Source: an optimization exercise on an open RTL-to-GDS flow (aim: small area, a short achievable clock period and few clock cycles per item). Production flows keep margins and buffers that such runs may drop. The RTL was checked by simulation tests, not by an equivalence proof against the original design. Power is estimated from default activity; no workload was simulated.

### design/flow/run.sh
#!/bin/bash
# synth_recipe.tcl (not shown) runs the flow's synth.tcl, then flattens the netlist and writes it again
# the make line also repeats each setting of config.mk as NAME=value (left out here)
make -C /OpenROAD-flow-scripts/flow DESIGN_CONFIG=/design/flow/config.mk WORK_HOME=/design/flow/orfs CLKGATE_MAP_FILE= SYNTH_SCRIPT=/design/flow/synth_recipe.tcl finish
### design/flow/config.mk
export PLATFORM = sky130hd
export DESIGN_NAME = huf_codegen
export DESIGN_NICKNAME = huf_codegen
export VERILOG_FILES = /design/flow/design.v
export SDC_FILE = /design/flow/constraint.sdc
export NUM_CORES = 4
export LEC_CHECK = 0
export CAP_MARGIN = 20
export CORE_MARGIN = 2
export CORE_UTILIZATION = 40
export SLEW_MARGIN = 20
### design/flow/constraint.sdc
create_clock -name core_clock -period 25.0 [get_ports {clk}]
set_input_delay 5.0000 -clock core_clock [delete_from_list [all_inputs] [get_ports {clk}]]
set_output_delay 5.0000 -clock core_clock [all_outputs]
set_load 0.01 [all_outputs]
### design/flow/design.v
module huf_codegen #(
    parameter N  = 16,                  
    parameter FW = 16                   
) (
    input  wire                     clk,
    input  wire                     rst,         
    input  wire                     in_valid,
    output wire                     in_ready,
    input  wire [FW-1:0]            in_freq,
    output wire                     out_valid,
    input  wire                     out_ready,
    output wire [$clog2(N)-1:0]     out_sym,
    output wire [$clog2(N)-1:0]     out_len,
    output wire [N-2:0]             out_code
);
    localparam SW  = $clog2(N);         
    localparam KW  = FW + SW;           
    localparam CW  = N - 1;             
    localparam [KW-1:0] INF  = {KW{1'b1}};
    localparam [FW:0]   AINF = {1'b1, {FW{1'b0}}};
    localparam H1  = 8;                 
    integer i, ia, ib, j1, j2;
    reg  [FW-1:0] in_q;
    reg           ins_v;                
    reg  [SW:0]   ains;                 
    reg  [SW:0]   akc;                  
    reg  [N-1:0]  aocc;                 
    wire ins_go  = ins_v && !ains[SW];
    assign in_ready = !ins_v || !ains[SW];
    wire accept  = in_valid && in_ready;
    wire ins_nz  = (in_q != 0);
    reg  [FW:0]   akey [0:N-1];
    reg  [SW-1:0] atag [0:N-1];
    reg  [FW:0]   akey_n [0:N-1];
    reg  [SW-1:0] atag_n [0:N-1];
    reg  [N:0]    ale;
    wire [FW:0]   av   = ins_nz ? {1'b0, in_q} : AINF;
    wire [SW-1:0] avt  = ains[SW-1:0];
    wire          acomp = ains[SW] || (ins_v && ains == N - 1);
    wire [SW:0]   akfin = akc + (ins_go && ins_nz);
    reg  [KW-1:0] bkey [0:N-1];
    reg  [SW-1:0] btag [0:N-1];
    reg           bact;                 
    reg  [SW-1:0] bsteps;               
    reg  [SW-1:0] bm;                   
    reg           bmy;                  
    reg           bcur;                 
    reg           bufv [0:1];           
    reg           bufd [0:1];           
    reg  [SW-1:0] nm   [0:1];           
    reg  [SW-1:0] lgx  [0:1][0:CW-1];
    reg  [SW-1:0] lgy  [0:1][0:CW-1];
    reg           s1_v, s1_last, s1_buf;
    reg  [SW-1:0] s1_t;
    reg  [H1:0]   s1_r;                 
    wire          bnext = ~bcur;
    wire          bfree = !bufv[bnext] || (s1_v && s1_last && s1_buf == bnext);
    wire          bload = acomp && (!bact || bsteps == 1) && bfree;
    wire [KW-1:0] sum = bkey[0] + bkey[1];
    reg  [N+1:0]  ble;
    reg  [KW-1:0] bkey_n [0:N-1];
    reg  [SW-1:0] btag_n [0:N-1];
    always @(*) begin
        for (ia = 0; ia < N; ia = ia + 1)
            ale[ia] = !aocc[ia] || (akey[ia] <= av);
        ale[N] = 1'b0;
        for (ia = 0; ia < N; ia = ia + 1) begin
            akey_n[ia] = akey[ia];
            atag_n[ia] = atag[ia];
            if (ins_go) begin
                if (ale[ia + 1]) begin
                    akey_n[ia] = akey[(ia + 1) % N];
                    atag_n[ia] = atag[(ia + 1) % N];
                end else if (ale[ia]) begin
                    akey_n[ia] = av;
                    atag_n[ia] = avt;
                end
            end
        end
        ble = 0;
        for (ib = 2; ib < N; ib = ib + 1)
            ble[ib] = (bkey[ib] <= sum);
        ble[1] = 1'b1;
        for (ib = 0; ib < N; ib = ib + 1) begin
            if (bload) begin
                bkey_n[ib] = akey_n[ib][FW] ? INF : {{SW{1'b0}}, akey_n[ib][FW-1:0]};
                btag_n[ib] = atag_n[ib];
            end else if (ble[ib + 2]) begin
                bkey_n[ib] = (ib + 2 < N) ? bkey[(ib + 2) % N] : INF;
                btag_n[ib] = btag[(ib + 2) % N];
            end else if (ble[ib + 1]) begin
                bkey_n[ib] = sum;
                btag_n[ib] = btag[0];
            end else begin
                bkey_n[ib] = (ib + 1 < N) ? bkey[(ib + 1) % N] : INF;
                btag_n[ib] = btag[(ib + 1) % N];
            end
        end
    end
    always @(posedge clk) begin
        for (i = 0; i < N; i = i + 1) begin
            akey[i] <= akey_n[i];
            atag[i] <= atag_n[i];
            bkey[i] <= bkey_n[i];
            btag[i] <= btag_n[i];
        end
        if (ins_go || !ins_v)
            in_q <= in_freq;
        if (bact) begin
            lgx[bcur][bm] <= btag[0];
            lgy[bcur][bm] <= bmy ? btag[1] : btag[0];
        end
    end
    reg  [1:0]    oc;                   
    reg  [SW-1:0] osym;                 
    reg  [SW-1:0] isym;                 
    reg           obuf;                 
    reg  [SW-1:0] o_len, s_len;
    reg  [CW-1:0] o_code, s_code;
    wire pop    = (oc != 0) && out_ready;
    wire [1:0] ocnt = {1'b0, oc[0]} + {1'b0, oc[1]};
    wire issue  = bufd[obuf] && ((ocnt - pop + s1_v) <= 1);
    reg  [SW-1:0] t1;
    reg  [CW:0]   r1;
    reg           h1, h2;
    always @(*) begin
        t1 = isym;
        r1 = {1'b1, {CW{1'b0}}};
        for (j1 = 0; j1 < H1; j1 = j1 + 1) begin
            h1 = (j1 < nm[obuf]) && (t1 == lgx[obuf][j1] || t1 == lgy[obuf][j1]);
            if (h1) begin
                r1 = {t1 != lgx[obuf][j1], r1[CW:1]};
                t1 = lgx[obuf][j1];
            end
        end
    end
    reg  [SW-1:0] t2;
    reg  [CW:0]   r2;
    reg  [SW-1:0] f_len;
    reg  [CW-1:0] f_code;
    always @(*) begin
        t2 = s1_t;
        r2 = {s1_r, {(CW-H1){1'b0}}};
        for (j2 = H1; j2 < CW; j2 = j2 + 1) begin
            h2 = (j2 < nm[s1_buf]) && (t2 == lgx[s1_buf][j2] || t2 == lgy[s1_buf][j2]);
            if (h2) begin
                r2 = {t2 != lgx[s1_buf][j2], r2[CW:1]};
                t2 = lgx[s1_buf][j2];
            end
        end
        f_len  = 0;
        f_code = 0;
        for (j2 = CW; j2 >= 0; j2 = j2 - 1)
            if (r2[j2]) begin
                f_len  = CW - j2;
                f_code = r2 >> (j2 + 1);
            end
    end
    assign out_valid = oc[0];
    assign out_sym   = osym;
    assign out_len   = o_len;
    assign out_code  = o_code;
    always @(posedge clk) begin
        s1_t <= t1;
        s1_r <= r1[CW:CW-H1];
        if (rst) begin
            ins_v  <= 1'b0;
            ains   <= 0;
            akc    <= 0;
            aocc   <= 0;
            bact   <= 1'b0;
            bsteps <= 0;
            bm     <= 0;
            bmy    <= 1'b0;
            bcur   <= 1'b1;
            bufv[0] <= 1'b0; bufv[1] <= 1'b0;
            bufd[0] <= 1'b0; bufd[1] <= 1'b0;
            s1_v   <= 1'b0;
            s1_last <= 1'b0;
            s1_buf <= 1'b0;
            oc     <= 2'b00;
            osym   <= 0;
            isym   <= 0;
            obuf   <= 1'b0;
        end else begin
            ins_v <= accept || (ins_v && !ins_go);
            if (bload) begin
                ains <= 0;
                akc  <= 0;
                aocc <= 0;
            end else if (ins_go) begin
                ains <= ains + 1'b1;
                akc  <= akfin;
                aocc <= {1'b1, aocc[N-1:1]};
            end
            if (bact) begin
                bsteps <= bsteps - 1'b1;
                bm     <= bm + 1'b1;
                if (bsteps == 1) begin
                    bact       <= 1'b0;
                    bufd[bcur] <= 1'b1;
                end
            end
            if (s1_v && s1_last) begin
                bufv[s1_buf] <= 1'b0;
                bufd[s1_buf] <= 1'b0;
            end
            if (bload) begin
                bact        <= 1'b1;
                bcur        <= bnext;
                bufv[bnext] <= 1'b1;
                bm          <= 0;
                bsteps      <= (akfin >= 2) ? akfin - 1'b1 : 1'b1;
                bmy         <= (akfin >= 2);
                nm[bnext]   <= (akfin >= 2) ? akfin - 1'b1 : akfin;
            end
            s1_v <= issue;
            if (issue) begin
                s1_buf  <= obuf;
                s1_last <= (isym == N - 1);
                isym    <= isym + 1'b1;
                if (isym == N - 1)
                    obuf <= ~obuf;
            end
            if (pop)
                osym <= osym + 1'b1;
            if (s1_v) begin
                if (!oc[0] || (!oc[1] && pop)) begin
                    o_len <= f_len;  o_code <= f_code;
                end else begin
                    s_len <= f_len;  s_code <= f_code;
                end
                if (!pop)
                    oc <= {oc[0], 1'b1};
            end else if (pop) begin
                o_len  <= s_len;
                o_code <= s_code;
                oc     <= {1'b0, oc[1]};
            end
        end
    end
endmodule
==> impl_metrics.env <==
export IMPL_via_per_inst=5.88
export IMPL_grt_overflow_total=0
export IMPL_drc_errors=0
export IMPL_synth_seq_cells=1090
export IMPL_first_global_vias=54600
export IMPL_wire_per_inst_um=23.2
export IMPL_rsz0062_at_grt="no"
export IMPL_clockRootBuffer="clkbuf_16"
export IMPL_cts_repair_resized=0
export IMPL_dp_hpwl_mm=169
export IMPL_maxCapViolCount=0
export IMPL_utilization_pct=44.6
export IMPL_grt_start_max_net_pins=189
export IMPL_synth_yosys_seq_area_share_pct=37.6
export IMPL_num_rows=149
export IMPL_synth_cells=7494
export IMPL_fin_tns_setup_ns=0
export IMPL_drtIter0Drc=4833
export IMPL_cts_setup_buffers=0
export IMPL_synthArstFlopShare_pct=0
export IMPL_io_buffers=44
export IMPL_track_usage_pct=25.7
export IMPL_ys_types=112
export IMPL_peakVddDrop_mv=0.0765
export IMPL_regArea_um2=24900
export IMPL_crit_required_ns=25.62
export IMPL_max_freq_mhz=91.4
export IMPL_syn_nets=8113
export IMPL_end_kind="register"
export IMPL_dieArea_um2=169000
export IMPL_initial_core_util_pct=40.2
export IMPL_synth_area_per_cell_um2=8.82
export IMPL_fp_dieH_um=411
export IMPL_drtPass1Iterations=7
export IMPL_drive_gt1_share_pct=8.52
export IMPL_max_slew_margin_pct=25.8
export IMPL_leakage_nw=27.4
export IMPL_post_route_min_period_ns=10.94
export IMPL_area_delta_synth_final_pct=11.1
export IMPL_die_w_um=411
export IMPL_min_path_type="register to register"
export IMPL_yosys_warnings=9
export IMPL_cts_buffers_inserted=119
export IMPL_period_share_pct=43.8
export IMPL_routed_wl_mm=224
export IMPL_arrival_ns=11.56
export IMPL_core_area_um2=165000
export IMPL_vias=56700
export IMPL_syn_area_um2=66100
export IMPL_clk_latency_ns=0.79
export IMPL_io_pins=45
export IMPL_synth_edf_count=306
export IMPL_ctsLongestPathBuffers=3
export IMPL_mostFrequentLayoutCells="826 x a21oi_1, 825 x nor2_1, 782 x dfxtp_1"
export IMPL_gp_congestion=0.938
export IMPL_hold_buffers=0
export IMPL_clk_pin_slew_worst_paths_ns=0.07
export IMPL_timing_final_max_slew_violations=0
export IMPL_p_per_area_nw_per_um2=70.6
export IMPL_worstMarginPinSlew_ns=1.11
export IMPL_outcome="no timing/DRC/antenna violations"
export IMPL_layout_nets=7973
export IMPL_multi_input_area_um2=39200
export IMPL_cts_htree_levels=3
export IMPL_ant_nets=0
export IMPL_grt_pass1_wl_mm=337
export IMPL_antenna_found_initial=2
export IMPL_cp_start_kind="register"
export IMPL_setup_violations=0
export IMPL_cp_max_fo=22
export IMPL_cts_sinks=1090
export IMPL_clock_skew_final_ns=0.0557
export IMPL_synth_ff_type="dfxtp_1"
export IMPL_n_fill_cell=15900
export IMPL_n_antenna_cell=0
export IMPL_path_class="register to register"
export IMPL_finalHoldViolations=0
export IMPL_layout_commonest_cell="a21oi_1"
export IMPL_cts_tree="yes"
worst max-delay path, cell delays in order, from the launching register on:
cell	delay, ns
dfxtp_4	0.58
mux2i_4	0.41
xnor2_1	0.13
or4_1	0.69
a21oi_2	0.76
o21ai_1	0.34
xor2_1	0.24
nor4_1	0.35
mux2i_1	0.20
o31ai_4	0.50
mux2i_1	0.47
o31a_4	0.33
mux2i_1	0.33
and3_4	0.25
a21o_1	0.57
mux2i_4	0.35
nand4_2	0.26
nor2_2	0.34
nor2_1	0.09
or4b_1	0.54
and4_1	0.31
nor2_1	0.89
mux2i_1	0.28
a211oi_1	0.09
a21oi_2	0.87
mux2i_1	0.26
mux2_2	0.33
report_power, final:
part	leakage, nW	internal (mW)	switching, mW
logic	16.2	0.482	0.725
registers	9.09	1.94	0.114
clock network	2.12	1.13	0.795
total	27.4	3.55	1.63
area by class of cell:
class	instances	area share, %
Clock buffer	157	4.55
Clock inverter	71	1.30
Inverter	120	0.613
Multi-Input combinational cell	5796	53.3
Sequential cell	1090	33.9
Tap cell	2189	3.73
Timing Repair Buffer	227	2.59
worst paths after layout:
check / start / end / slack [ns] / depth (start not counted)
setup / recovery: obuf$_SDFFE_PP0P_ / s1_r[5]$_DFF_P_ / 14.06 / 26
hold / removal: aocc[15]$_SDFFE_PP0P_ / aocc[14]$_SDFFE_PP0P_ / 0.45 / 2
setup reg to reg: obuf$_SDFFE_PP0P_ / s1_r[5]$_DFF_P_ / 14.06 / 26
hold reg to reg: aocc[15]$_SDFFE_PP0P_ / aocc[14]$_SDFFE_PP0P_ / 0.45 / 2
kinds of logic after synthesis:
kind of cell / after synthesis / synth area share [%]
compound gates: 2349 / 21.2
xor+xnor: 180 / 2.40
fa+ha+maj: 599 / 11.4
buf+inv: 608 / 3.58
flops: 1090 / 37.6
mux: 605 / 9.54
simple gates: 2063 / 14.3
sequential cells by signal, summed over array words and instances (netlist names), 8 cells and up, named ones only:
name    cells
atag       64
lgx       120
nm          8
akey      272
aocc       16
lgy       120
o_code     15
bkey      317
s_code     15
btag       64
in_q       16
s1_r        9
layer usage:
metal  track usage [%]  wire (µm)  vias up
li1                  -          -    27300
met1              36.9     105000    27200
met2              39.5      96600     1834
met3              2.39      12600      400
met4              10.7       9500        2
met5                 0         12        -
stage by stage:
stage	total power, mW	area [µm²]	worst slack [ns]	hold slack (ns)	std cells
2_1_floorplan	2.85	66100	17.22	0.432	7494
3_3_place_gp	3.21	69000	14.30	0.439	9418
3_5_place_dp	3.26	69000	14.22	0.449	9418
4_1_cts	5.18	73300	14.20	0.456	9646
5_1_grt	5.43	73400	13.32	0.475	9650
6_report	5.18	73400	14.06	0.454	9650
synth_stat cells, types with 72 or more instances:
master	number	area, µm²
dfxtp_1	784	15700
mux2_2	132	1490
nor3_1	173	866
nor2b_1	102	638
a21o_1	119	893
nand4_1	138	863
edfxtp_1	306	9190
xnor2_1	119	1040
o22ai_1	241	1510
nor2_1	826	3100
nand2b_1	105	657
ha_1	597	7470
o21ai_0	637	3190
mux2i_1	459	4590
inv_1	119	447
a21oi_1	830	4150
nand2_1	492	1850
buf_1	72	270
clkbuf_1	385	1450
a22oi_1	92	691
a211oi_1	100	751
Testbench counts, summed over its fixed seeds: cycles 25,872, tables 1,600.

## afterwards: timing with drivers on the ports
No port has a modelled driver above. Below, the same layout with a new extraction and two added sets of constraints.
Step 1 assumes that a clkbuf_16 drives the clock port and a buf_2 every other input.
Step 2 also shifts input and output timing later by t, the mid clock arrival at the registers, as if the neighbouring blocks saw the same clock.
Three values: no drivers, after step 1, after step 2; two values: the first two.
t, ns: 0.828
slack for setup (ns): 14.060 / 14.060 / 14.060
worst hold slack (ns): 0.454 / 0.454 / 0.454
latest minus earliest clock arrival (ns): 0.067 / 0.066
pins driven straight from the clock port: 1
After both steps setup and hold are still met in this run. The setup slack of this run moves by 0.000 ns with the drivers and by 0.000 ns with both steps.
